This design comes from an exercise in tuning for small area, a short achievable clock period and few clock cycles on the open sky130 flow, not from production work.
Only simulation tests tie the RTL to the original design; equivalence was not proved.
Power figures rest on the tool's default switching activity, not on a simulated workload.

==> design/flow/design.v <==
module ptvr_fadd (
    input  wire        clk,
    input  wire [31:0] a,
    input  wire [31:0] b,
    output reg  [31:0] y
);
    wire       a_e1  = (a[30:23] == 8'hFF);
    wire       b_e1  = (b[30:23] == 8'hFF);
    wire       a_nan = a_e1 && (a[22:0] != 0);
    wire       b_nan = b_e1 && (b[22:0] != 0);
    wire       a_inf = a_e1 && (a[22:0] == 0);
    wire       b_inf = b_e1 && (b[22:0] == 0);
    wire        swap = a[30:0] < b[30:0];
    wire [31:0] big  = swap ? b : a;
    wire [31:0] sml  = swap ? a : b;
    wire        bn   = (big[30:23] != 0);
    wire        sn   = (sml[30:23] != 0);
    wire [7:0]  eb   = {big[30:24], big[23] | !bn};
    wire [7:0]  d    = eb - {sml[30:24], sml[23] | !sn};
    wire [23:0] ms   = {sn, sml[22:0]};
    reg  [26:0] x;
    reg         st;
    always @(*) begin
        x  = {ms, 3'b000};
        st = 1'b0;
        if (d[0]) begin st = st | x[0];      x = {1'b0,  x[26:1]}; end
        if (d[1]) begin st = st | |x[1:0];   x = {2'b0,  x[26:2]}; end
        if (d[2]) begin st = st | |x[3:0];   x = {4'b0,  x[26:4]}; end
        if (d[3]) begin st = st | |x[7:0];   x = {8'b0,  x[26:8]}; end
        if (d[4]) begin st = st | |x[15:0];  x = {16'b0, x[26:16]}; end
        if (d[7:5] != 3'd0) begin st = |ms; x = 27'd0; end
    end
    reg  [23:0] p_mb;
    reg  [26:0] p_ms;
    reg  [7:0]  p_eb;
    reg         p_sg, p_sub, p_sp, p_spn, p_sps;
    always @(posedge clk) begin
        p_mb  <= {bn, big[22:0]};
        p_ms  <= {x[26:1], x[0] | st};
        p_eb  <= eb;
        p_sg  <= big[31];
        p_sub <= big[31] ^ sml[31];
        p_sp  <= a_e1 || b_e1;
        p_spn <= a_nan || b_nan || (a_inf && b_inf && (a[31] != b[31]));
        p_sps <= a_inf ? a[31] : b[31];
    end
    wire [27:0] sum = {1'b0, p_mb, 3'b000} + ({1'b0, p_ms} ^ {28{p_sub}}) + {27'd0, p_sub};
    wire [31:0] z0 = {sum[26:0], 5'b11111};
    wire        l4 = (z0[31:16] == 16'd0);
    wire [15:0] z1 = l4 ? z0[15:0] : z0[31:16];
    wire        l3 = (z1[15:8] == 8'd0);
    wire [7:0]  z2 = l3 ? z1[7:0] : z1[15:8];
    wire        l2 = (z2[7:4] == 4'd0);
    wire [3:0]  z3 = l2 ? z2[3:0] : z2[7:4];
    wire        l1 = (z3[3:2] == 2'd0);
    wire [1:0]  z4 = l1 ? z3[1:0] : z3[3:2];
    wire        l0 = !z4[1];
    wire [4:0]  lz = {l4, l3, l2, l1, l0};
    wire [7:0]  ebm1 = p_eb - 8'd1;
    wire [4:0]  sh = ({3'b000, lz} > ebm1) ? ebm1[4:0] : lz;
    wire [26:0] m27 = sum[27] ? {sum[27:2], sum[1] | sum[0]} : (sum[26:0] << sh);
    wire [8:0]  e   = sum[27] ? {1'b0, p_eb} + 9'd1 : {1'b0, p_eb} - {4'd0, sh};
    wire        inc = m27[2] & (m27[1] | m27[0] | m27[3]);
    wire [24:0] m24 = {1'b0, m27[26:3]} + {24'd0, inc};
    wire [8:0]  ef  = m24[24] ? e + 9'd1 : (m24[23] ? e : 9'd0);
    always @(*) begin
        if (p_sp)
            y = p_spn ? 32'h7FC00000 : {p_sps, 8'hFF, 23'd0};
        else if (ef >= 9'd255)
            y = {p_sg, 8'hFF, 23'd0};
        else if (sum == 28'd0)
            y = {(p_sub ? 1'b0 : p_sg), 31'd0};
        else
            y = {p_sg, ef[7:0], m24[24] ? m24[23:1] : m24[22:0]};
    end
endmodule
module ptvr_fdiv #(parameter DB = 2) (
    input  wire        clk,
    input  wire        rst,
    input  wire        ld_b,
    input  wire        ld_a,
    input  wire [31:0] v,
    output wire        rdy,
    output reg  [31:0] y
);
    localparam NIT = (26 + DB - 1) / DB;
    localparam QW  = NIT * DB;              
    localparam [2:0] D_DONE = 3'd0, D_NORM = 3'd1, D_PRE = 3'd2, D_ITER = 3'd3, D_DEN = 3'd4;
    wire v_e1   = (v[30:23] == 8'hFF);
    wire v_nan  = v_e1 && (v[22:0] != 0);
    wire v_inf  = v_e1 && (v[22:0] == 0);
    wire v_zero = (v[30:0] == 0);
    wire v_n    = (v[30:23] != 0);
    reg  [2:0]  ds;
    reg  [24:0] rem;
    reg  [23:0] dvs;
    reg  [25:0] q;           
    reg         stk;
    reg  [3:0]  cnt;
    reg  signed [10:0] qe;
    reg         a_nan, a_inf, a_zero;
    reg  [7:0]  nbe;         
    reg         qs;
    reg  [1:0]  spk;         
    assign rdy = (ds == D_DONE);
    reg  [24:0] r_n;
    reg  [25:0] q_n;
    reg  [25:0] df;
    reg         lt0;
    integer j;
    always @(*) begin
        r_n = rem;
        q_n = q;
        lt0 = 1'b0;
        for (j = 0; j < DB; j = j + 1) begin
            df = {1'b0, r_n} - {2'b00, dvs};
            if (j == 0) lt0 = df[25];
            if (!df[25]) r_n = df[24:0];
            r_n = r_n << 1;
            q_n = {q_n[24:0], !df[25]};
        end
    end
    wire [26:0] m27 = {q, stk};
    wire        inc = m27[2] & (m27[1] | m27[0] | m27[3]);
    wire [24:0] m24 = {1'b0, m27[26:3]} + {24'd0, inc};
    wire [7:0]  ef  = m24[24] ? qe[7:0] + 8'd1 : (m24[23] ? qe[7:0] : 8'd0);
    wire        ovf = (qe >= 11'sd255) || (m24[24] && qe == 11'sd254);
    always @(*) begin
        case (spk)
        2'd1:    y = 32'h7FC00000;
        2'd2:    y = {qs, 8'hFF, 23'd0};
        2'd3:    y = {qs, 31'd0};
        default: begin
            if (ovf) y = {qs, 8'hFF, 23'd0};
            else y = {qs, ef, m24[24] ? m24[23:1] : m24[22:0]};
        end
        endcase
    end
    reg signed [10:0] qd;
    always @(*) begin
        case (ds)
        D_PRE:   qd = {{3{nbe[7]}}, nbe};
        D_NORM:  qd = (!dvs[23] && rem[23]) ? 11'sd1 : ((dvs[23] && !rem[23]) ? -11'sd1 :
                      ((dvs[23] && rem[23] && lt0) ? -11'sd1 : 11'sd0));
        default: qd = 11'sd1;
        endcase
    end
    wire signed [10:0] qe_s = qe + qd;
    always @(posedge clk) begin
        if (rst) begin
            ds <= D_DONE;
        end else begin
            if (ld_a) begin
                rem    <= {1'b0, v_n, v[22:0]};
                qe     <= $signed({3'b000, v[30:24], v[23] | !v_n});
                qs     <= v[31];
                a_nan  <= v_nan;
                a_inf  <= v_inf;
                a_zero <= v_zero;
            end
            if (ld_b) begin
                dvs <= {v_n, v[22:0]};
                nbe <= {v[30], ~v[29:24], ~(v[23] | !v_n)};
                qs  <= qs ^ v[31];
                cnt <= 4'd0;
                ds  <= D_DONE;
                if (v_zero) begin
                    spk <= 2'd3;
                    qs  <= 1'b0;
                end else if (a_nan || v_nan || (a_inf && v_inf)) spk <= 2'd1;
                else if (a_inf) spk <= 2'd2;
                else if (a_zero || v_inf) spk <= 2'd3;
                else begin
                    spk <= 2'd0;
                    ds  <= D_PRE;
                end
            end else if (!ld_a) begin
                case (ds)
                D_PRE: begin
                    qe <= qe_s;
                    ds <= D_NORM;
                end
                D_NORM: begin
                    if (!rem[23] || (dvs[23] && lt0)) rem <= rem << 1;
                    if (!dvs[23]) dvs <= dvs << 1;
                    qe <= qe_s;
                    if (rem[23] && dvs[23]) ds <= D_ITER;
                end
                D_ITER: begin
                    rem <= r_n;
                    cnt <= cnt + 4'd1;
                    q   <= q_n;
                    stk <= (r_n != 25'd0);
                    if (cnt == NIT - 1) ds <= (qe < 11'sd1) ? D_DEN : D_DONE;
                end
                D_DEN: begin
                    if (qe < -11'sd30) begin
                        q   <= 26'd0;
                        stk <= 1'b1;
                        qe  <= 11'sd1;
                        ds  <= D_DONE;
                    end else if (qe < 11'sd1) begin
                        q   <= {1'b0, q[25:1]};
                        stk <= q[0] | stk;
                        qe  <= qe_s;
                    end else begin
                        ds <= D_DONE;
                    end
                end
                default: ;
                endcase
            end
        end
    end
endmodule
module ptvr_rast (
    input  wire        clk,
    input  wire        rst,
    input  wire        host_valid,
    input  wire        host_write,
    input  wire [3:0]  host_addr,
    input  wire [31:0] host_wdata,
    output wire        host_ready,
    output reg  [31:0] host_rdata,
    output reg         mem_valid,
    output reg         mem_write,
    output wire [31:0] mem_addr,
    output reg  [31:0] mem_wdata,
    input  wire        mem_ready,
    input  wire [31:0] mem_rdata
);
    localparam VTX_MAX = 16;
    localparam A_CMD = 4'd0, A_STATUS = 4'd1, A_FB = 4'd2, A_COLOR = 4'd3,
               A_ARG0 = 4'd4, A_ARG1 = 4'd5, A_ARG2 = 4'd6, A_NVERT = 4'd7,
               A_GW = 4'd8, A_GH = 4'd9, A_GS = 4'd10, A_CAP = 4'd11;
    localparam [3:0] G_IDLE  = 4'd0,
                     G_FIND  = 4'd1,
                     G_INIT  = 4'd2,
                     G_VW    = 4'd3,
                     G_BAND  = 4'd7,
                     G_ROW1  = 4'd8,
                     G_ROW2  = 4'd9,
                     G_ADV   = 4'd10,
                     G_DSPAN = 4'd11,
                     G_DONE  = 4'd12;
    function is_nan(input [31:0] v);
        is_nan = (v[30:23] == 8'hFF) && (v[22:0] != 0);
    endfunction
    function [31:0] fkey(input [31:0] v);
        fkey = v[31] ? ~v : {1'b1, v[30:0]};
    endfunction
    function f_lt(input [31:0] p, input [31:0] q);
        if (is_nan(p) || is_nan(q)) f_lt = 1'b0;
        else if (p[30:0] == 0 && q[30:0] == 0) f_lt = 1'b0;
        else f_lt = fkey(p) < fkey(q);
    endfunction
    function f_le(input [31:0] p, input [31:0] q);
        if (is_nan(p) || is_nan(q)) f_le = 1'b0;
        else if (p[30:0] == 0 && q[30:0] == 0) f_le = 1'b1;
        else f_le = fkey(p) <= fkey(q);
    endfunction
    function f_eq(input [31:0] p, input [31:0] q);
        f_eq = (p == q) || (p[30:0] == 0 && q[30:0] == 0);
    endfunction
    function [31:0] ceil_i32(input [31:0] v);
        reg [30:0] t;
        reg        st;
        reg [4:0]  r;
        begin
            t  = {1'b1, v[22:0], 7'd0};
            st = 1'b0;
            r  = 5'd29 - v[27:23];           
            if (r[0]) begin st = st | t[0];      t = {1'b0,  t[30:1]}; end
            if (r[1]) begin st = st | |t[1:0];   t = {2'b0,  t[30:2]}; end
            if (r[2]) begin st = st | |t[3:0];   t = {4'b0,  t[30:4]}; end
            if (r[3]) begin st = st | |t[7:0];   t = {8'b0,  t[30:8]}; end
            if (r[4]) begin st = st | |t[15:0];  t = {16'b0, t[30:16]}; end
            if (is_nan(v)) ceil_i32 = 32'd0;
            else if (v[30:23] >= 8'd158) ceil_i32 = v[31] ? 32'h80000000 : 32'h7FFFFFFF;
            else if (v[30:0] == 0) ceil_i32 = 32'd0;
            else if (v[30:23] < 8'd127) ceil_i32 = v[31] ? 32'd0 : 32'd1;
            else ceil_i32 = ({1'b0, t} ^ {32{v[31]}}) + {31'd0, v[31] | st};
        end
    endfunction
    function [9:0] rnd_x(input [31:0] v);
        reg [9:0]  f2;        
        reg [10:0] h;
        begin
            f2 = 10'd0;
            h  = 11'd0;
            if (is_nan(v)) rnd_x = 10'd0;
            else if (v[31]) begin
                if (v[30:23] >= 8'd128 || (v[30:23] == 8'd127 && v[22])) rnd_x = 10'h3FF;
                else rnd_x = 10'd0;
            end else if (v[30:23] >= 8'd136) rnd_x = 10'd400;
            else begin
                if (v[30:23] >= 8'd126)
                    f2 = {1'b1, v[22:14]} >> (8'd135 - v[30:23]);
                h = {1'b0, f2} + 11'd1;
                rnd_x = (h[10:1] >= 10'd400) ? 10'd400 : h[10:1];
            end
        end
    endfunction
    function [9:0] clamp_x(input [31:0] v);
        if (v[31]) clamp_x = 10'h3FF;
        else if (v >= 32'd400) clamp_x = 10'd400;
        else clamp_x = {1'b0, v[8:0]};
    endfunction
    reg [31:0] fb_base;
    reg [31:0] color;
    reg [31:0] arg0, arg1, arg2;
    reg        pvalid;
    reg [4:0]  nvert;
    reg [31:0] rx [0:VTX_MAX-1];
    reg [31:0] ry [0:VTX_MAX-1];
    reg [3:0]  rot;
    wire       vinj;          
    wire [31:0] tx = rx[0];
    wire [31:0] ty = ry[0];
    integer s;
    always @(posedge clk) begin
        for (s = 0; s < VTX_MAX - 1; s = s + 1) begin
            rx[s] <= rx[s + 1];
            ry[s] <= ry[s + 1];
        end
        rx[VTX_MAX-1] <= vinj ? arg1 : rx[0];
        ry[VTX_MAX-1] <= vinj ? arg2 : ry[0];
    end
    function [3:0] place(input [3:0] i);
        place = {i[1:0], 2'b00} + i;
    endfunction
    function [3:0] vat(input [3:0] p);
        vat = {p[0], 3'b000} + {p[1:0], 2'b00} + p;
    endfunction
    reg [3:0]  gs;
    reg        busy;
    reg [3:0]  top, bot;
    reg [3:0]  cln, crn;
    reg [31:0] xl, xr, sl, sr;
    reg [31:0] nx;            
    reg [31:0] qy;            
    reg [31:0] yln, yrn;      
    reg signed [31:0] yrow;
    reg        side;          
    reg        last;          
    reg [1:0]  ini;           
    reg        tv, bv;        
    reg        v0nan;         
    reg        wbad;          
    reg        qf;            
    assign host_ready = !busy;
    always @(*) begin
        case (host_addr)
            A_STATUS: host_rdata = {31'd0, pvalid};
            A_FB:     host_rdata = fb_base;
            A_COLOR:  host_rdata = color;
            A_ARG0:   host_rdata = arg0;
            A_ARG1:   host_rdata = arg1;
            A_ARG2:   host_rdata = arg2;
            A_NVERT:  host_rdata = {27'd0, nvert};
            A_GW:     host_rdata = 32'd400;
            A_GH:     host_rdata = 32'd240;
            A_GS:     host_rdata = 32'd52;
            A_CAP:    host_rdata = VTX_MAX;
            default:  host_rdata = 32'd0;
        endcase
    end
    wire [3:0] nvm1   = nvert[3:0] - 4'd1;    
    wire [3:0] cln_nx = (cln == nvm1) ? 4'd0 : cln + 4'd1;
    wire [3:0] crn_nx = (crn == 4'd0) ? nvm1 : crn - 4'd1;
    wire [3:0] np     = side ? crn : cln;          
    wire [3:0] nq     = side ? crn_nx : cln_nx;    
    localparam [1:0] T_NONE = 2'd0, T_XL = 2'd1, T_XR = 2'd2, T_DIV = 2'd3;
    wire        row_in, row_vis;
    reg  [31:0] add_a, add_b;
    reg  [1:0]  add_t;        
    reg  [1:0]  p_t;          
    reg         p_b;          
    wire [31:0] add_y;
    ptvr_fadd u_fadd (.clk(clk), .a(add_a), .b(add_b), .y(add_y));
    assign row_in  = (yrow < $signed(ceil_y));
    assign row_vis = (yrow[31:8] == 24'd0) && (yrow[7:0] < 8'd240);
    localparam [1:0] F_IDLE = 2'd0, F_1 = 2'd1, F_2 = 2'd2, F_3 = 2'd3;
    reg  [1:0]  fs;
    wire [3:0]  pp = place(np);
    wire [3:0]  pq = place(nq);
    wire        f_dx = (fs == F_2) && (rot == (qf ? pp : pq)) && (gs != G_ROW2);
    wire        f_dy = (fs == F_3) && (gs != G_ROW2);
    wire        row_go = (gs == G_ROW1) && row_in && !(row_vis && q_v) && !f_dx && !f_dy;
    always @(*) begin
        add_t = T_NONE;
        if (f_dx) begin
            add_a = qf ? nx : tx; add_b = (qf ? tx : nx) ^ 32'h80000000; add_t = T_DIV;
        end else if (f_dy) begin
            add_a = qy; add_b = (side ? yrn : yln) ^ 32'h80000000; add_t = T_DIV;
        end else if (gs == G_ROW1) begin
            add_a = xl; add_b = sl; if (row_go) add_t = T_XL;
        end else begin
            add_a = xr; add_b = sr; if (gs == G_ROW2) add_t = T_XR;
        end
    end
    always @(posedge clk) begin
        if (rst) begin
            p_t <= T_NONE;
            p_b <= 1'b0;
        end else begin
            p_t <= add_t;
            p_b <= f_dy;
        end
    end
    wire        div_rdy;
    wire [31:0] div_y;
    ptvr_fdiv #(.DB(2)) u_fdiv (.clk(clk), .rst(rst),
                                .ld_a(p_t == T_DIV && !p_b), .ld_b(p_t == T_DIV && p_b),
                                .v(add_y), .rdy(div_rdy), .y(div_y));
    reg         q_v;
    reg [7:0]   q_y;
    reg [3:0]   q_k;       
    reg [3:0]   q_n;       
    reg [4:0]   q_lo;      
    reg [4:0]   q_hm1;     
    wire        fillsp = (gs != G_DSPAN);
    wire [31:0] sp_y   = fillsp ? yrow : arg0;
    wire [9:0]  sp_c1  = fillsp ? rnd_x(xl) : clamp_x(arg1);
    wire [9:0]  sp_c2  = fillsp ? rnd_x(xr) : clamp_x(arg2);
    wire        sp_yok = (sp_y[31:8] == 24'd0) && (sp_y[7:0] < 8'd240);
    wire [8:0]  sp_x1  = sp_c1[9] ? 9'd0 : sp_c1[8:0];
    wire [8:0]  sp_x2  = sp_c2[8:0];
    wire        sp_go  = sp_yok && !sp_c2[9] && !(sp_c1 >= 10'd400 && !sp_c1[9]) && (sp_x1 < sp_x2);
    wire [8:0]  sp_x2m1 = sp_x2 - 9'd1;
    wire        push = (gs == G_ROW2) || (gs == G_DSPAN);
    reg  [7:0]  w_y;       
    reg  [3:0]  w_k;       
    reg  [3:0]  w_n;       
    reg  [4:0]  w_lo;
    reg  [4:0]  w_hm1;
    function [31:0] mk_mask(input [4:0] lo, input [4:0] hm1);
        reg [31:0] ml;
        begin
            ml = (32'hFFFFFFFF >> lo) & (32'hFFFFFFFF << (5'd31 - hm1));
            mk_mask = {ml[7:0], ml[15:8], ml[23:16], ml[31:24]};
        end
    endfunction
    wire [31:0] cur_mask = mk_mask(w_lo, (w_n == 4'd0) ? w_hm1 : 5'd31);
    wire        w_last   = (w_n == 4'd0);
    wire        w_end    = mem_valid && mem_write && mem_ready && w_last;
    wire        w_load   = q_v && (!mem_valid || w_end);
    wire        q_full0  = (q_lo == 5'd0) && (q_n != 4'd0 || q_hm1 == 5'd31);
    wire        n_full   = (w_n != 4'd1) || (w_hm1 == 5'd31);
    wire [13:0] w_r52    = {1'b0, w_y, 5'd0} + {2'b0, w_y, 4'd0} + {4'b0, w_y, 2'd0};
    assign      mem_addr = fb_base + {18'd0, w_r52} + {26'd0, w_k, 2'b00};
    always @(posedge clk) begin
        if (rst) begin
            mem_valid <= 1'b0;
            mem_write <= 1'b0;
        end else begin
            if (w_load) begin
                mem_valid <= 1'b1;
                w_y       <= q_y;
                w_k       <= q_k;
                w_n       <= q_n;
                w_lo      <= q_lo;
                w_hm1     <= q_hm1;
                mem_write <= q_full0;
                mem_wdata <= color;
            end else if (mem_valid && mem_ready) begin
                if (!mem_write) begin
                    mem_write <= 1'b1;
                    mem_wdata <= (mem_rdata & ~cur_mask) | (color & cur_mask);
                end else if (w_last) begin
                    mem_valid <= 1'b0;
                    mem_write <= 1'b0;
                end else begin
                    w_k       <= w_k + 4'd1;
                    w_n       <= w_n - 4'd1;
                    w_lo      <= 5'd0;
                    mem_write <= n_full;
                    mem_wdata <= color;
                end
            end
        end
    end
    always @(posedge clk) begin
        if (rst) begin
            q_v <= 1'b0;
        end else begin
            if (push && sp_go) begin
                q_v   <= 1'b1;
                q_y   <= sp_y[7:0];
                q_k   <= sp_x1[8:5];
                q_n   <= sp_x2m1[8:5] - sp_x1[8:5];
                q_lo  <= sp_x1[4:0];
                q_hm1 <= sp_x2m1[4:0];
            end else if (w_load) begin
                q_v <= 1'b0;
            end
        end
    end
    wire        b_le    = f_le(yln, yrn);
    wire [31:0] ceil_in = (gs == G_INIT || !side) ? yln : yrn;
    wire [31:0] ceil_y  = ceil_i32(ceil_in);
    assign      vinj    = (gs == G_VW) && (rot == place(arg0[3:0]));
    wire [3:0]  fi      = vat(rot);               
    wire        fin_n   = ({1'b0, fi} < nvert);
    wire [31:0] sy      = vinj ? arg2 : ty;
    wire        sy_nan  = is_nan(sy);
    wire        scan_on = (gs == G_IDLE) || (gs == G_VW) || (gs == G_FIND) ||
                          (gs == G_DSPAN) || (gs == G_DONE);
    wire        st0     = (rot == 4'd0);
    wire        s_ok    = fin_n && !sy_nan;
    wire        nv_chg  = (gs == G_IDLE) && host_valid && host_write && (host_addr == A_CMD) &&
                          (host_wdata == 32'h01 || host_wdata == 32'h03);
    always @(posedge clk) begin
        if (p_t == T_XL) xl <= add_y;
        if (p_t == T_XR) xr <= add_y;
        if (scan_on) begin
            if (st0) v0nan <= fin_n && sy_nan;
            if (s_ok && (st0 || !tv || f_lt(sy, yln) || (f_eq(sy, yln) && fi < top))) begin
                top <= fi;
                yln <= sy;
                tv  <= 1'b1;
            end else if (st0) tv <= 1'b0;
            if (s_ok && (st0 || !bv || f_lt(yrn, sy) || (f_eq(sy, yrn) && fi < bot))) begin
                bot <= fi;
                yrn <= sy;
                bv  <= 1'b1;
            end else if (st0) bv <= 1'b0;
        end
        if (rst) begin
            wbad      <= 1'b1;
            rot       <= 4'd0;
            fs        <= F_IDLE;
            gs        <= G_IDLE;
            busy      <= 1'b0;
            fb_base   <= 32'd0;
            color     <= 32'hFFFFFFFF;
            arg0      <= 32'd0;
            arg1      <= 32'd0;
            arg2      <= 32'd0;
            pvalid    <= 1'b0;
            nvert     <= 5'd0;
        end else begin
            rot <= rot + 4'd1;
            if (!scan_on || nv_chg) wbad <= 1'b1;
            else if (st0) wbad <= 1'b0;
            case (fs)
            F_1: begin
                if (rot == pp || rot == pq) begin
                    nx <= tx;
                    qf <= (rot == pq);
                    if (rot == pq) qy <= ty;
                    fs <= F_2;
                end
            end
            F_2: begin
                if (f_dx) begin
                    if (qf) nx <= tx;
                    else qy <= ty;
                    fs <= F_3;
                end
            end
            F_3: if (f_dy) fs <= F_IDLE;
            default: ;
            endcase
            case (gs)
            G_IDLE: begin
                if (host_valid && host_write) begin
                    case (host_addr)
                    A_FB:    fb_base <= {host_wdata[31:2], 2'b00};
                    A_COLOR: color <= host_wdata;
                    A_ARG0:  arg0 <= host_wdata;
                    A_ARG1:  arg1 <= host_wdata;
                    A_ARG2:  arg2 <= host_wdata;
                    A_CMD: begin
                        case (host_wdata)
                        32'h01: if (!pvalid && arg0 != 0 && arg0 <= VTX_MAX) begin
                            pvalid <= 1'b1;
                            nvert  <= arg0[4:0];
                        end
                        32'h02: if (pvalid && arg0 < {27'd0, nvert}) begin
                            busy <= 1'b1;
                            gs   <= G_VW;
                        end
                        32'h03: begin
                            pvalid <= 1'b0;
                            nvert  <= 5'd0;
                        end
                        32'h10: begin
                            busy <= 1'b1;
                            gs   <= G_DSPAN;
                        end
                        32'h11: if (pvalid && nvert >= 5'd3) begin
                            busy  <= 1'b1;
                            gs    <= G_FIND;
                        end
                        default: ;
                        endcase
                    end
                    default: ;
                    endcase
                end
            end
            G_DSPAN: gs <= G_DONE;
            G_VW: begin
                if (vinj) begin
                    busy <= 1'b0;
                    gs   <= G_IDLE;
                end
            end
            G_FIND: if (rot == 4'd15 && !wbad) gs <= G_INIT;
            G_INIT: begin
                cln  <= top;
                crn  <= top;
                yrn  <= yln;
                yrow <= ceil_y;
                side <= 1'b0;
                last <= 1'b0;
                ini  <= 2'd2;
                if (v0nan || top == bot) gs <= G_DONE;
                else begin
                    fs <= F_1;
                    gs <= G_ADV;
                end
            end
            G_BAND: begin
                side <= !b_le;
                if ((b_le ? cln : crn) == bot) last <= 1'b1;
                else fs <= F_1;
                gs <= G_ROW1;
            end
            G_ROW1: begin
                if (!row_in) gs <= G_ADV;
                else if (row_go) gs <= G_ROW2;
            end
            G_ROW2: begin
                yrow <= yrow + 1;
                gs   <= G_ROW1;
            end
            G_ADV: begin
                if (last) begin
                    gs <= G_DONE;
                end else if (fs == F_IDLE && div_rdy && p_t != T_DIV) begin
                    if (side) begin
                        crn <= crn_nx;
                        xr  <= nx;
                        sr  <= div_y;
                        yrn <= qy;
                    end else begin
                        cln <= cln_nx;
                        xl  <= nx;
                        sl  <= div_y;
                        yln <= qy;
                    end
                    if (ini == 2'd2) begin
                        ini  <= 2'd1;
                        side <= 1'b1;
                        fs   <= F_1;
                    end else begin
                        ini <= 2'd0;
                        gs  <= G_BAND;
                    end
                end
            end
            G_DONE: begin
                fs <= F_IDLE;
                if (!q_v && (!mem_valid || w_end)) begin
                    busy <= 1'b0;
                    gs   <= G_IDLE;
                end
            end
            default: gs <= G_IDLE;
            endcase
        end
    end
endmodule
==> design/flow/run.sh <==
#!/bin/bash
# synth_recipe.tcl (not shown) runs the flow's synth.tcl, then flattens the netlist and writes it again
# the make line also repeats each setting of config.mk as NAME=value (left out here)
make -C /OpenROAD-flow-scripts/flow DESIGN_CONFIG=/design/flow/config.mk WORK_HOME=/design/flow/orfs CLKGATE_MAP_FILE= SYNTH_SCRIPT=/design/flow/synth_recipe.tcl finish
==> design/flow/config.mk <==
export PLATFORM = sky130hd
export DESIGN_NAME = ptvr_rast
export DESIGN_NICKNAME = ptvr_rast
export VERILOG_FILES = /design/flow/design.v
export SDC_FILE = /design/flow/constraint.sdc
export NUM_CORES = 4
export LEC_CHECK = 0
export ABC_AREA = 1
export CAP_MARGIN = 20
export CORE_MARGIN = 2
export CORE_UTILIZATION = 55
export CTS_BUF_LIST = sky130_fd_sc_hd__clkbuf_8
export SLEW_MARGIN = 20
==> design/flow/constraint.sdc <==
create_clock -name core_clock -period 30.0 [get_ports {clk}]
set_input_delay 6.0000 -clock core_clock [delete_from_list [all_inputs] [get_ports {clk}]]
set_output_delay 6.0000 -clock core_clock [all_outputs]
set_load 0.01 [all_outputs]
==> results of run 1 <==
## metal layers
layer | wire length (µm) | GRT usage (%) | vias to the layer above | share of wire (%)
li1 | - | - | 34244 | -
met1 | 115000 | 47.4 | 33980 | 41
met2 | 124000 | 55.4 | 3604 | 44
met3 | 25000 | 7.21 | 803 | 8.8
met4 | 19800 | 22.4 | 14 | 7.0
met5 | 133 | 0 | - | 0.047
## worst max-delay path by stage
stage / slack [ns] / cells after the start / startpoint / to
after floorplan: 16.56 / 7 / host_addr[2] / host_rdata[4]
after detailed placement: 14.77 / 10 / host_addr[3] / host_rdata[2]
after global routing: 14.59 / 10 / host_addr[2] / host_rdata[2]
after CTS: 14.75 / 10 / host_addr[3] / host_rdata[2]
final: 14.72 / 10 / host_addr[3] / host_rdata[2]
after global placement: 14.79 / 10 / host_addr[2] / host_rdata[2]
## cells in the final DEF, fill, tap and decap left out, types with 168 or more instances in the layout
| cell type | n |
|---|---|
| nand2_1 | 2096 |
| dfxtp_1 | 1399 |
| inv_1 | 1254 |
| o21ai_0 | 896 |
| nor2_1 | 581 |
| nand3_1 | 570 |
| a21oi_1 | 535 |
| edfxtp_1 | 373 |
| clkbuf_8 | 358 |
| ha_1 | 351 |
| xor2_1 | 249 |
| clkdlybuf4s50_1 | 168 |
## flip-flops by register name, summed over array words and instances, names as in the netlist, 27 cells and up
name,flops
arg0,32
arg1,32
arg2,32
color,32
fb_base,30
mem_wdata,32
nx,32
qy,32
rx,512
ry,512
sl,32
sr,32
u_fadd.p_ms,27
xl,32
xr,32
yln,32
yrn,32
yrow,32
## layout make-up
class	instances	area (µm²)	share of cell area, %
Timing Repair Buffer	283	2600	2.82
Inverter	1215	4570	4.96
Sequential cell	1774	39300	42.6
Tap cell	2016	2520	2.74
Antenna cell	13	32.5	0.0353
Multi-Input combinational cell	6684	37300	40.5
Clock inverter	158	966	1.05
Clock buffer	358	4930	5.35
## power by group through the flow
stage               Sequential (W)  Combinational (W)  Clock (W)
floorplan                  0.00268            0.00235          0
global placement           0.00274            0.00323          0
detailed placement         0.00274            0.00328          0
CTS                        0.00269            0.00330    0.00217
global route               0.00271            0.00371    0.00227
finish                     0.00270            0.00337    0.00213
## metrics by stage
step                setup WS [ns]  std cells
floorplan                   16.56      10092
global placement            14.79      11968
detailed placement          14.77      11968
CTS                         14.75      12484
global route                14.59      12491
finish                      14.72      12501
## cell families (layout without fill, tap and decap cells)
family,after synthesis,count (layout),synth area share [%]
simple gates,3796,3796,19.9
fa+ha+maj,374,374,5.87
compound gates,2082,2082,14.4
buf+inv,1634,2014,7.63
mux,55,55,0.672
flops,1774,1774,47.5
xor+xnor,375,375,3.99
other cells,1,15,0.00454
==> flow_metrics.py, run 1 <==
metrics = {
    "critical_path": {
        "cp_max_fo": 25,
        "crit_type": "in -> out",
        "cpPeakStageDelay_ns": 0.65,
        "worst_path_max_delay_cell": "clkdlybuf4s50_1",
        "ff2ff_path_depth": 45,
        "path_buf_inv": 5,
        "cpLargestDelayFamily": "buffers and inverters",
        "reg2reg_to": "u_fadd.p_ms[0]$_DFF_P_",
        "cp.arrival_ns": 9.28,
        "worst_ep_required_time_ns": 24.00,
        "regToRegSetupSlack_ns": 18.62,
        "critPathLaunchType": "input pin",
        "crit_chain": "clkdlybuf4s50_1, inv_1, ha_1, inv_1, nor3_2, buf_4, o2bb2ai_1, a221oi_1, a41oi_1, clkdlybuf4s50_1",
        "end_kind": "output port",
        "worstReg2RegStart": "nvert[0]$_SDFFE_PP0P_",
    },
    "place": {
        "dpl.hpwl_mm": 213,
        "dpl_cell_area_um2": 86100,
        "place.gp.congestion": 1.03,
        "portBuffers": 169,
    },
    "synth": {
        "synth_area_per_cell_um2": 8.19,
        "synth_area_leaders": "dfxtp_1 (34%), edfxtp_1 (14%), nand2_1 (9.5%), o21ai_0 (5.5%), ha_1 (5.3%)",
        "synthCells": 10091,
        "async_reset_ff_share_pct": 0,
        "yosys_register_bits": 1774,
        "synth.most_common_cell": "nand2_1",
        "seq_area_frac_synth_pct": 47.5,
        "synth.largest_area_cell": "dfxtp_1",
        "yosys-top-cells-count": "nand2_1 (2098), dfxtp_1 (1401), inv_1 (1158)",
        "netlist_area_um2": 82600,
        "ys.warnings.count": 5,
        "synth_edf_count": 373,
        "synth_top_area_share_pct": 34.0,
        "yosysUniqueCellTypes": 84,
        "ys.flop_type": "dfxtp_1",
    },
    "sta": {
        "max_slew_margin_pct": 19.8,
        "fmax_mhz": 65.4,
        "slew_viol_final": 0,
        "timing.final.crit_share_pct": 50.9,
        "rsz0062_at_grt": "no",
        "hold_violations": 0,
        "worstMarginPinSlew_ns": 1.19,
        "post-route-min-period_ns": 15.28,
        "clock_skew_ns": 0.0877,
        "finalSetupTns_ns": 0,
        "final-setup-viol-count": 0,
        "hold-worst-slack_ns": 0.272,
    },
    "pwr": {
        "p_seq_share_pct": 33.0,
        "powerDensity_nw_per_um2": 89.0,
        "p_int_w": 0.00474,
        "switchingPower_w": 0.00346,
        "clockPowerShare_pct": 26.0,
        "switching_share_pct": 42.2,
        "combPwrFrac_pct": 41.1,
        "power.total_w": 0.00820,
        "power_leakage_nw": 40.6,
        "peakVddDrop_v": 0.0000910,
    },
    "flow_run": {
        "drv_cap": 0,
    },
    "min_path": {
        "hold_end": "ry[8][7]$_DFF_P_",
        "whs_path_depth": 0,
        "hold_path.class": "reg -> reg",
        "hp-start": "ry[9][7]$_DFF_P_",
    },
    "route": {
        "drtIter0Drc": 8374,
        "first_pass_iters": 8,
        "num_vias": 72645,
        "drc": 0,
        "ant_nets": 0,
        "vias_per_cell": 5.81,
        "wl_mm": 284,
        "wire_per_inst_um": 22.7,
    },
    "clocking": {
        "path_clk_slew_ns": 0.06,
        "cts_tree": "yes",
        "h-tree-depth": 5,
        "cts_resized": 0,
        "cts_sinks": 1774,
        "cts_root_buffer": "clkbuf_8",
        "cts.hold.buffers_added": 0,
        "insertion_delay_ns": 1.04,
        "cts_setup_buffers": 0,
        "cts_made_buffers": 296,
        "clock_path_buffers": 4,
    },
    "floorplan": {
        "die-area_um2": 153000,
        "fp.dieH_um": 392,
        "rows": 142,
        "fp.dieW_um": 392,
        "core_um2": 149000,
        "initial_core_util_pct": 55.3,
        "ios": 172,
    },
    "grt": {
        "grt_max_degree": 104,
        "grtUsageTotal_pct": 36.3,
        "antenna_found_initial": 24,
        "grt_pass1_vias": 67261,
        "grt_pass1_wl_mm": 419,
        "grt-ovfl-total": 0,
    },
    "status": {
        "outcome": "complete, no violations",
    },
    "layout": {
        "layout.nets": 10701,
        "fin_area_um2": 92100,
        "drive_above_1_share_pct": 7.21,
        "area_growth_pct": 11.5,
        "post-route-util_pct": 61.7,
        "nFillCells": 13103,
    },
}
Testbench counts, summed over its fixed seeds: cycles 187,993.
==> run 2: changes to the inputs <==
==> design/flow/flow/run.sh (new file) <==
#!/bin/bash
# The standard layout (the standard.sh: unchanged synthesis, steps and
# constraints), with two changes to how it is optimised:
#  - the buffers that placement puts on every input and output port are
#    sky130_fd_sc_hd__buf_2 cells instead of the slow delay buffer that
#    buffer_ports picks by default;
#  - repair_timing aims for 16.5 ns of setup slack at the design's 30 ns
#    clock, so that it sizes up the few gates on the paths that set the
#    period the design achieves.
# The full output of the make run is kept in standard.log; each ORFS step
# also writes its own log under orfs/logs/.
set -euo pipefail
export BUFFER_PORTS_ARGS="-buffer_cell sky130_fd_sc_hd__buf_2"
export SETUP_SLACK_MARGIN=16.5
bash standard.sh > standard.log 2>&1
==> design/flow/standard.sh (new file) <==
#!/bin/bash
# synth_recipe.tcl (not shown) runs the flow's synth.tcl, then flattens the netlist and writes it again
# the make line also repeats each setting of config.mk as NAME=value (left out here)
make -C /OpenROAD-flow-scripts/flow DESIGN_CONFIG=/design/flow/config.mk WORK_HOME=/design/flow/orfs CLKGATE_MAP_FILE= SYNTH_SCRIPT=/design/flow/synth_recipe.tcl "${@:-finish}"
removed: design/flow/run.sh
==> flow_metrics.py, run 2 <==
metrics = {
    "floorplan": {
        "rows": 142,
        "die-area_um2": 153000,
        "fp.dieW_um": 392,
        "fp.dieH_um": 392,
        "ios": 172,
        "core_um2": 149000,
        "initial_core_util_pct": 55.3,
    },
    "synth": {
        "netlist_area_um2": 82600,
        "seq_area_frac_synth_pct": 47.5,
        "yosys-top-cells-count": "nand2_1 (2098), dfxtp_1 (1401), inv_1 (1158)",
        "synth_area_per_cell_um2": 8.19,
        "yosys_register_bits": 1774,
        "synth.largest_area_cell": "dfxtp_1",
        "synthCells": 10091,
        "async_reset_ff_share_pct": 0,
        "synth.most_common_cell": "nand2_1",
        "synth_top_area_share_pct": 34.0,
        "yosysUniqueCellTypes": 84,
        "ys.flop_type": "dfxtp_1",
        "synth_edf_count": 373,
        "synth_area_leaders": "dfxtp_1 (34%), edfxtp_1 (14%), nand2_1 (9.5%), o21ai_0 (5.5%), ha_1 (5.3%)",
        "ys.warnings.count": 5,
    },
    "pwr": {
        "p_seq_share_pct": 32.6,
        "clockPowerShare_pct": 26.6,
        "peakVddDrop_v": 0.0000814,
        "powerDensity_nw_per_um2": 89.8,
        "switching_share_pct": 41.9,
        "p_int_w": 0.00480,
        "switchingPower_w": 0.00347,
        "combPwrFrac_pct": 40.8,
        "power_leakage_nw": 40.9,
    },
    "sta": {
        "timing.final.crit_share_pct": 45.0,
        "post-route-min-period_ns": 13.51,
        "rsz0062_at_grt": "yes",
        "worstMarginPinSlew_ns": 1.24,
        "fmax_mhz": 74.0,
        "max_slew_margin_pct": 16.7,
        "final-setup-viol-count": 0,
        "slew_viol_final": 0,
        "hold_violations": 0,
        "clock_skew_ns": 0.112,
        "finalSetupTns_ns": 0,
    },
    "route": {
        "ant_nets": 0,
        "first_pass_iters": 9,
        "drc": 0,
        "vias_per_cell": 5.81,
        "wl_mm": 284,
        "drtIter0Drc": 8511,
        "num_vias": 72679,
        "wire_per_inst_um": 22.7,
    },
    "clocking": {
        "clock_path_buffers": 4,
        "cts_sinks": 1774,
        "insertion_delay_ns": 1.01,
        "cts_root_buffer": "clkbuf_8",
        "cts_made_buffers": 297,
        "cts_tree": "yes",
        "path_clk_slew_ns": 0.06,
        "h-tree-depth": 5,
        "cts.hold.buffers_added": 0,
    },
    "place": {
        "portBuffers": 169,
        "dpl_cell_area_um2": 85200,
        "place.gp.congestion": 1.04,
        "dpl.hpwl_mm": 212,
        "dp.cells": 11964,
    },
    "min_path": {
        "hold_path.class": "reg -> reg",
    },
    "layout": {
        "layout.nets": 10720,
        "final_cell_mix": "nand2_1 (2092), dfxtp_1 (1398), inv_1 (1222)",
        "area_growth_pct": 11.6,
        "instances_no_fill": 12508,
        "layout_commonest_cell": "nand2_1",
        "top_regs": "rx (512), ry (512)",
        "drive_above_1_share_pct": 9.68,
        "fin_area_um2": 92200,
    },
    "grt": {
        "grt-ovfl-total": 0,
        "grt_pass1_wl_mm": 418,
        "antenna_found_initial": 27,
        "grt_pass1_vias": 66982,
        "grt_max_degree": 114,
        "grtUsageTotal_pct": 36.2,
    },
    "status": {
        "outcome": "complete, no violations",
    },
    "critical_path": {
        "cp_max_fo": 8,
        "cp.arrival_ns": 7.51,
        "regToRegSetupSlack_ns": 18.89,
        "critPathLaunchType": "input pin",
        "crit_type": "in -> out",
        "end_kind": "output port",
        "worst_ep_required_time_ns": 24.00,
    },
    "flow_run": {
        "drv_cap": 0,
    },
}
==> run 2: cell counts after synthesis <==
Identical to the previous run, type by type.
==> run 2: kinds of logic (layout without fill, tap and decap cells) <==
logic type / after synthesis / after routing / synth area share [%]
compound gates: 2082 / 2083 / 14.4
xor+xnor: 375 / 375 / 3.99
fa+ha+maj: 374 / 374 / 5.87
buf+inv: 1634 / 2023 / 7.63
flops: 1774 / 1774 / 47.5
mux: 55 / 55 / 0.672
other cells: 1 / 12 / 0.00454
simple gates: 3796 / 3796 / 19.9
==> run 2: worst max-delay path, stage by stage <==
cell and delay (ns):
buf_6 0.11, inv_4 0.06, ha_4 0.14, inv_4 0.04
nor3_4 0.29, buf_4 0.20, buf_16 0.13, nand2_1 0.06
a41oi_2 0.28, buf_2 0.20
==> run 2: cell type report <==
class / count / area (µm²)
diodes: 10 / 25.0
clock buffers: 370 / 5090
fillers: 13146 / 57300
repair buffers: 300 / 2070
well taps: 2016 / 2520
flip-flops and latches: 1774 / 39300
clock inverters: 138 / 1020
inverters: 1215 / 4580
multi-input cells: 6685 / 37600
==> run 2: final timing paths <==
path / startpoint / to / depth (start not counted)
min reg2reg: rx[6][15]$_DFF_P_ / rx[5][15]$_DFF_P_ / 0
max reg2reg: gs[3]$_SDFFE_PP0P_ / u_fadd.p_ms[0]$_DFF_P_ / 38
min: rx[6][15]$_DFF_P_ / rx[5][15]$_DFF_P_ / 0
max: host_addr[2] / host_rdata[1] / 10
==> run 2: routing by layer <==
layer / wire length, µm / vias to the layer above / global-route usage, %
li1: - / 34253 / -
met4: 20300 / 20 / 22.4
met1: 115000 / 33924 / 47.3
met5: 181 / - / 0
met3: 25000 / 868 / 7.13
met2: 123000 / 3614 / 55.1
==> run 2: metrics by stage <==
step	hold slack (ns)	power, W	worst slack [ns]	utilization (%)
2_1_floorplan	0.310	0.00503	16.56	-
4_1_cts	0.272	0.00823	16.45	61.5
6_report	0.271	0.00827	16.49	61.7
3_3_place_gp	0.309	0.00598	16.00	57.0
3_5_place_dp	0.312	0.00602	16.03	57.0
5_1_grt	0.266	0.00875	16.49	61.7
==> run 2: power groups by stage <==
stage	combinational, W	sequential [W]	clock, W
after floorplan	0.00235	0.00268	0
after global placement	0.00324	0.00274	0
after detailed placement	0.00328	0.00274	0
after CTS	0.00330	0.00269	0.00223
after global routing	0.00371	0.00270	0.00234
final	0.00337	0.00270	0.00220
==> run 2: timing repair <==
action	CTS	global route
setup endpoints to repair	32	31
gates resized for setup	56	40
pin swaps	13	15
buffers inserted	12	7
gates cloned	5	0
==> run 3: changes to the inputs <==
--- a/design/flow/design.v
+++ b/design/flow/design.v
@@ -497,5 +497,6 @@
         end
     end
-    wire        b_le    = f_le(yln, yrn);
+    wire        cmp_gt  = f_lt(yrn, scan_on ? sy : yln);
+    wire        b_le    = !is_nan(yln) && !is_nan(yrn) && !cmp_gt;
     wire [31:0] ceil_in = (gs == G_INIT || !side) ? yln : yrn;
     wire [31:0] ceil_y  = ceil_i32(ceil_in);
@@ -521,5 +522,5 @@
                 tv  <= 1'b1;
             end else if (st0) tv <= 1'b0;
-            if (s_ok && (st0 || !bv || f_lt(yrn, sy) || (f_eq(sy, yrn) && fi < bot))) begin
+            if (s_ok && (st0 || !bv || cmp_gt || (f_eq(sy, yrn) && fi < bot))) begin
                 bot <= fi;
                 yrn <= sy;
--- a/design/flow/flow/run.sh
+++ b/design/flow/flow/run.sh
@@ -5,5 +5,5 @@
 #    sky130_fd_sc_hd__buf_2 cells instead of the slow delay buffer that
 #    buffer_ports picks by default;
-#  - repair_timing aims for 16.5 ns of setup slack at the design's 30 ns
+#  - repair_timing aims for 17 ns of setup slack at the design's 30 ns
 #    clock, so that it sizes up the few gates on the paths that set the
 #    period the design achieves.
@@ -12,4 +12,4 @@
 set -euo pipefail
 export BUFFER_PORTS_ARGS="-buffer_cell sky130_fd_sc_hd__buf_2"
-export SETUP_SLACK_MARGIN=16.5
+export SETUP_SLACK_MARGIN=17
 bash standard.sh > standard.log 2>&1
--- a/design/flow/config.mk
+++ b/design/flow/config.mk
@@ -10,4 +10,3 @@
 export CORE_MARGIN = 2
 export CORE_UTILIZATION = 55
-export CTS_BUF_LIST = sky130_fd_sc_hd__clkbuf_8
 export SLEW_MARGIN = 20
==> flow_metrics.py, run 3 <==
metrics = {
    "critical_path": {
        "crit_chain": "buf_8, inv_6, ha_4, inv_8, nor2_4, buf_12, clkinvlp_4, o211ai_1, a221oi_2, a31oi_2, buf_2",
        "cpPeakStageDelay_ns": 0.22,
        "critPathLaunchType": "input pin",
        "regToRegSetupSlack_ns": 18.51,
        "crit_start": "host_addr[3]",
        "worst_ep_required_time_ns": 24.00,
        "worstReg2RegStart": "nvert[0]$_SDFFE_PP0P_",
        "end_kind": "output port",
        "reg2reg_to": "u_fadd.p_ms[0]$_DFF_P_",
        "worst_path_max_delay_cell": "o211ai_1",
        "cp_max_fo": 6,
        "crit_type": "in -> out",
        "ff2ff_path_depth": 51,
        "cp.arrival_ns": 7.46,
    },
    "min_path": {
        "hp-start": "ry[7][23]$_DFF_P_",
        "whs_path_depth": 0,
        "hold_end": "ry[6][23]$_DFF_P_",
        "hold_path.class": "reg -> reg",
    },
    "route": {
        "drc": 0,
        "ant_nets": 0,
        "num_vias": 72299,
        "drtIter0Drc": 8626,
        "vias_per_cell": 5.92,
        "wire_per_inst_um": 23.7,
        "first_pass_iters": 9,
        "wl_mm": 290,
    },
    "place": {
        "portBuffers": 169,
        "dpl.hpwl_mm": 212,
        "place.gp.congestion": 1.03,
    },
    "grt": {
        "top_usage_layer": "met2",
        "grt_max_degree": 121,
        "use_met1_pct": 48.1,
        "grt_use_met2_pct": 56.8,
        "met3_usage_pct": 8.53,
        "grt_pass1_vias": 68159,
        "antenna_found_initial": 20,
        "grtUsageTotal_pct": 37.1,
        "grt_pass1_wl_mm": 427,
        "grt-ovfl-total": 0,
    },
    "clocking": {
        "path_clk_slew_ns": 0.07,
        "h-tree-depth": 4,
        "insertion_delay_ns": 0.89,
        "cts_made_buffers": 171,
        "clock_path_buffers": 3,
        "cts_sinks": 1774,
        "cts_root_buffer": "clkbuf_16",
        "cts_tree": "yes",
        "cts.hold.buffers_added": 0,
    },
    "pwr": {
        "peakVddDrop_v": 0.0000771,
        "power_leakage_nw": 40.0,
        "powerDensity_nw_per_um2": 87.3,
    },
    "synth": {
        "yosys-top-cells-count": "nand2_1 (2050), dfxtp_1 (1401), inv_1 (1046)",
        "ys.flop_type": "dfxtp_1",
        "synthCells": 10064,
        "yosysUniqueCellTypes": 82,
        "synth_area_per_cell_um2": 8.16,
        "synth.largest_area_cell": "dfxtp_1",
        "netlist_area_um2": 82100,
        "synth_area_leaders": "dfxtp_1 (34%), edfxtp_1 (14%), nand2_1 (9.4%), o21ai_0 (5.6%), ha_1 (4.8%)",
        "synth_top_area_share_pct": 34.1,
        "yosys_register_bits": 1774,
        "async_reset_ff_share_pct": 0,
        "seq_area_frac_synth_pct": 47.8,
        "synth.most_common_cell": "nand2_1",
        "synth_edf_count": 373,
        "ys.warnings.count": 5,
    },
    "floorplan": {
        "initial_core_util_pct": 55.5,
        "rows": 141,
        "fp.dieH_um": 390,
        "die-area_um2": 152000,
        "ios": 172,
        "fp.dieW_um": 390,
        "core_um2": 148000,
    },
    "layout": {
        "multi_input_area_um2": 37900,
        "post-route-util_pct": 62.5,
        "layout.nets": 10552,
        "nFillCells": 12600,
        "layout_commonest_cell": "nand2_1",
        "drive_above_1_share_pct": 9.17,
        "top_regs": "rx (512), ry (512)",
        "area_growth_pct": 12.6,
        "sequential_cell_area_um2": 39200,
        "final_cell_mix": "nand2_1 (2032), dfxtp_1 (1400), inv_1 (1031)",
    },
    "sta": {
        "timing.final.crit_share_pct": 44.9,
        "rsz0062_at_grt": "yes",
        "finalSetupTns_ns": 0,
        "fmax_mhz": 74.3,
        "hold-worst-slack_ns": 0.292,
        "final-setup-viol-count": 0,
        "slew_viol_final": 0,
        "clock_skew_ns": 0.112,
        "worstMarginPinSlew_ns": 1.20,
        "hold_violations": 0,
        "max_slew_margin_pct": 19.1,
        "post-route-min-period_ns": 13.46,
    },
    "status": {
        "outcome": "complete, no violations",
    },
    "flow_run": {
        "drv_cap": 0,
    },
}
[run 3: changes by cell type after synthesis, sizes merged, moves of 33 or more]
cell,delta
inv,-109
nor2,+100
a21oi,+73
nand2,-69
xor2,+52
o311ai,-35
ha,-33
o211ai,-33
[run 3: cells by family after synthesis]
kind of cell | after synthesis | share of synthesized area, %
xor+xnor | 414 | 4.41
fa+ha+maj | 341 | 5.41
other cells | 1 | 0.00457
buf+inv | 1555 | 7.25
mux | 58 | 0.739
simple gates | 3813 | 19.9
flops | 1774 | 47.8
compound gates | 2108 | 14.5
[run 3: worst max-delay path by stage]
stage	cells after the start	endpoint
floorplan	8	host_rdata[20]
global placement	10	host_rdata[17]
detailed placement	10	host_rdata[17]
CTS	9	host_rdata[17]
global route	11	host_rdata[2]
finish	11	host_rdata[5]
[run 3: final cells by class]
cell class                      count  share of cell area [%]
Tap cell                         1930                    2.61
Inverter                         1109                    4.54
Clock inverter                     85                    1.32
Clock buffer                      232                    5.34
Antenna cell                        6                  0.0162
Sequential cell                  1774                    42.4
Timing Repair inverter              2                  0.0162
Multi-Input combinational cell   6738                    41.0
Timing Repair Buffer              342                    2.75
[run 3: metrics by stage]
stage	worst slack (ns)	total power, W	cells	cell area (µm²)
finish	16.54	0.00807	12218	92500
global route	16.49	0.00849	12213	92500
CTS	16.57	0.00802	12206	92200
detailed placement	15.83	0.00570	11844	85000
global placement	15.80	0.00566	11843	85000
floorplan	17.00	0.00478	10065	82500
[run 3: what timing repair did]
action | in CTS | in global routing
endpoints found under the setup margin | 32 | 32
setup buffers | 35 | 5
gates resized for setup | 115 | 39
gates cloned | 10 | 0
pin swaps | 36 | 23
[run 3: report_power, final]
part / switching (W) / leakage (nW) / internal (W)
sequential: 0.000109 / 14.8 / 0.00256
clock: 0.00102 / 2.98 / 0.00131
combinational: 0.00216 / 22.3 / 0.000917
total: 0.00329 / 40.0 / 0.00478
[run 3: critical path: cells and delay by family]
family | cells | cell delay, ns
buffers and inverters | 6 | 0.67
AOI/OAI and AO/OA | 3 | 0.44
adders and majority gates | 1 | 0.19
and+or+nand+nor | 1 | 0.15
[run 3: metal layers]
layer	part of all wire, %	up-vias
met4	6.5	6
li1	-	33880
met2	44	3703
met5	0.013	-
met1	40	33973
met3	9.9	737
Testbench counts of run 3, summed over its fixed seeds: cycles 187,993.
==> run 4: changes to the inputs <==
--- a/design/flow/config.mk
+++ b/design/flow/config.mk
@@ -10,3 +10,5 @@
 export CORE_MARGIN = 2
 export CORE_UTILIZATION = 55
+export CTS_CLUSTER_DIAMETER = 100
+export CTS_CLUSTER_SIZE = 22
 export SLEW_MARGIN = 20
==> flow_metrics.py, run 4 <==
metrics = {
    "critical_path": {
        "regToRegSetupSlack_ns": 18.56,
        "worst_path_max_delay_cell": "bufbuf_16",
        "reg2reg_to": "u_fadd.p_ms[0]$_DFF_P_",
        "end_kind": "output port",
        "cp.arrival_ns": 7.41,
        "crit_type": "in -> out",
        "cpLargestDelayFamily": "buffers and inverters",
        "path_common_cell": "inv_8",
        "critPathLaunchType": "input pin",
        "crit_chain": "buf_8, inv_8, ha_4, inv_8, nor2_4, buf_4, bufbuf_16, a221oi_2, a31oi_2, buf_2",
        "worstReg2RegStart": "nvert[0]$_SDFFE_PP0P_",
        "cp_max_fo": 7,
        "path_buf_inv": 6,
        "cpPeakStageDelay_ns": 0.29,
        "worst_ep_required_time_ns": 24.00,
        "ff2ff_path_depth": 53,
    },
    "route": {
        "ant_nets": 0,
        "wl_mm": 282,
        "num_vias": 71359,
        "first_pass_iters": 9,
        "wire_per_inst_um": 23.4,
        "drc": 0,
        "drtIter0Drc": 8147,
        "vias_per_cell": 5.92,
    },
    "synth": {
        "yosys-top-cells-count": "nand2_1 (2050), dfxtp_1 (1401), inv_1 (1046)",
        "synth_area_leaders": "dfxtp_1 (34%), edfxtp_1 (14%), nand2_1 (9.4%), o21ai_0 (5.6%), ha_1 (4.8%)",
        "yosys_register_bits": 1774,
        "yosysUniqueCellTypes": 82,
        "synth_area_per_cell_um2": 8.16,
        "synth_top_area_share_pct": 34.1,
        "ys.warnings.count": 5,
        "synth.most_common_cell": "nand2_1",
        "netlist_area_um2": 82100,
        "synth_edf_count": 373,
        "seq_area_frac_synth_pct": 47.8,
        "ys.flop_type": "dfxtp_1",
        "synthCells": 10064,
        "synth.largest_area_cell": "dfxtp_1",
        "async_reset_ff_share_pct": 0,
    },
    "floorplan": {
        "initial_core_util_pct": 55.5,
        "core_um2": 148000,
        "fp.dieH_um": 390,
        "fp.dieW_um": 390,
        "die-area_um2": 152000,
        "ios": 172,
        "rows": 141,
    },
    "place": {
        "portBuffers": 169,
        "place.gp.congestion": 1.03,
        "pre_cts_slack_ns": 15.83,
        "dp.cells": 11844,
        "dpl.hpwl_mm": 212,
    },
    "min_path": {
        "hold_path.class": "reg -> reg",
        "hold_end": "rx[1][30]$_DFF_P_",
        "whs_path_depth": 0,
        "hp-start": "rx[2][30]$_DFF_P_",
    },
    "clocking": {
        "insertion_delay_ns": 0.79,
        "cts_root_buffer": "clkbuf_16",
        "clock_path_buffers": 3,
        "h-tree-depth": 3,
        "cts_tree": "yes",
        "cts.hold.buffers_added": 0,
        "path_clk_slew_ns": 0.09,
        "cts_made_buffers": 95,
        "cts_sinks": 1774,
    },
    "sta": {
        "clock_skew_ns": 0.0887,
        "timing.final.crit_share_pct": 44.7,
        "finalSetupTns_ns": 0,
        "worstMarginPinSlew_ns": 1.19,
        "final-setup-viol-count": 0,
        "rsz0062_at_grt": "yes",
        "max_slew_margin_pct": 19.9,
        "fmax_mhz": 74.6,
        "hold_violations": 0,
        "post-route-min-period_ns": 13.41,
        "timing.final.ws_setup_ns": 16.59,
        "slew_viol_final": 0,
    },
    "pwr": {
        "power_leakage_nw": 38.4,
        "peakVddDrop_v": 0.0000766,
        "powerDensity_nw_per_um2": 80.4,
    },
    "layout": {
        "post-route-util_pct": 60.2,
        "layout_commonest_cell": "nand2_1",
        "top_regs": "rx (512), ry (512)",
        "final_cell_mix": "nand2_1 (2037), dfxtp_1 (1400), inv_1 (1031)",
        "instances_no_fill": 12049,
        "area_growth_pct": 8.50,
        "layout.nets": 10477,
        "drive_above_1_share_pct": 7.57,
    },
    "grt": {
        "use_met1_pct": 47.5,
        "grt-ovfl-total": 0,
        "grt_use_met2_pct": 55.6,
        "grt_pass1_vias": 66401,
        "met3_usage_pct": 7.08,
        "grt_pass1_wl_mm": 415,
        "grt_max_degree": 121,
        "top_usage_layer": "met2",
        "grtUsageTotal_pct": 35.9,
        "antenna_found_initial": 25,
    },
    "status": {
        "outcome": "complete, no violations",
    },
    "flow_run": {
        "drv_cap": 0,
    },
}
run 4: cell types whose count changed in the layout (fill, tap and decap cells not counted), sizes merged:
cell	previous run	this run
clkinv	73	26
bufinv	15	0
buf	342	340
inv	1095	1099
clkinvlp	13	5
bufbuf	0	1
diode	6	10
clkbuf	232	126
run 4: power by group:
| group | switching, W | internal [W] |
|---|---|---|
| Combinational | 0.00216 | 0.000917 |
| Sequential | 0.000109 | 0.00256 |
| Clock | 0.000813 | 0.000611 |
| Total | 0.00308 | 0.00408 |
run 4: final cells by class:
type,count,area (µm²)
Fill cell,13090,58900
Sequential cell,1774,39200
Multi-Input combinational cell,6738,37800
Inverter,1109,4210
Timing Repair Buffer,343,2570
Clock buffer,124,2530
Tap cell,1930,2410
Clock inverter,19,342
Antenna cell,10,25.0
Timing Repair inverter,2,15.0
run 4: how the worst max path moves through the flow:
stage | start | end | slack, ns | depth (start not counted)
floorplan | host_addr[3] | host_rdata[20] | 17.00 | 8
global placement | host_addr[3] | host_rdata[17] | 15.80 | 10
detailed placement | host_addr[3] | host_rdata[17] | 15.83 | 10
CTS | host_addr[3] | host_rdata[5] | 16.56 | 11
global route | host_addr[3] | host_rdata[5] | 16.56 | 11
finish | host_addr[3] | host_rdata[24] | 16.59 | 10
run 4: routing by layer:
layer	routed length, µm	vias to the layer above
met1	114000	33510
met4	17400	10
met2	123000	3521
li1	-	33639
met3	27200	679
met5	69	-
run 4: repair_timing:
action                     in CTS  in global routing
setup endpoints to repair      32                 32
gates cloned                    9                  3
hold endpoints to repair        0                  0
pin swaps                      36                 14
gates resized for setup       104                 19
buffers inserted               29                 10
run 4: worst reg2reg max path, delay by kind of cell (launching register included):
kind | cells | cell delay (ns)
AO/OA/AOI/OAI | 13 | 2.39
adder cells (fa/ha/maj) | 5 | 1.39
buffers and inverters | 11 | 3.39
flip-flops | 1 | 0.50
AND/OR/NAND/NOR | 24 | 3.65
run 4: cells by family after synthesis:
logic type      count (synthesis)  synth area share, %
other cells                     1              0.00457
compound gates               2108                 14.5
flops                        1774                 47.8
fa+ha+maj                     341                 5.41
mux                            58                0.739
buf+inv                      1555                 7.25
simple gates                 3813                 19.9
xor+xnor                      414                 4.41
run 4: stage by stage:
| stage | power [W] | hold WS (ns) | area (µm²) |
|---|---|---|---|
| 5_1_grt | 0.00758 | 0.302 | 89100 |
| 3_3_place_gp | 0.00566 | 0.310 | 85000 |
| 6_report | 0.00716 | 0.304 | 89100 |
| 4_1_cts | 0.00711 | 0.304 | 88800 |
| 3_5_place_dp | 0.00570 | 0.312 | 85000 |
| 2_1_floorplan | 0.00478 | 0.310 | 82500 |

## separate check: timing with driven ports
No port has a modelled driver above. Below, the same layouts with a new extraction and two added sets of constraints.
Step 1: set_driving_cell puts a clkbuf_16 on clk and a buf_2 on each other input, an assumption about the parent block.
Step 2, shift: input delay + t, output delay - t, t = (earliest + latest rising clock arrival at the registers) / 2. This alone moves slack from input paths to output paths.
Three values: ideal, step 1, step 2; two values: the first two.
run | t, ns | setup WS [ns] | hold slack, ns
run 1 | 1.075 | 14.719 / 14.685 / 14.685 | 0.272 / 0.272 / 0.272
run 2 | 1.032 | 16.491 / 16.451 / 16.451 | 0.271 / 0.271 / 0.271
run 3 | 0.925 | 16.538 / 16.490 / 16.490 | 0.292 / 0.292 / 0.292
run 4 | 0.835 | 16.587 / 16.534 / 16.534 | 0.304 / 0.304 / 0.304
After both steps setup and hold are still met in every run listed. For run 4, which loses most, drivers alone change the setup slack by -0.053 ns; drivers and shift together by -0.053 ns.
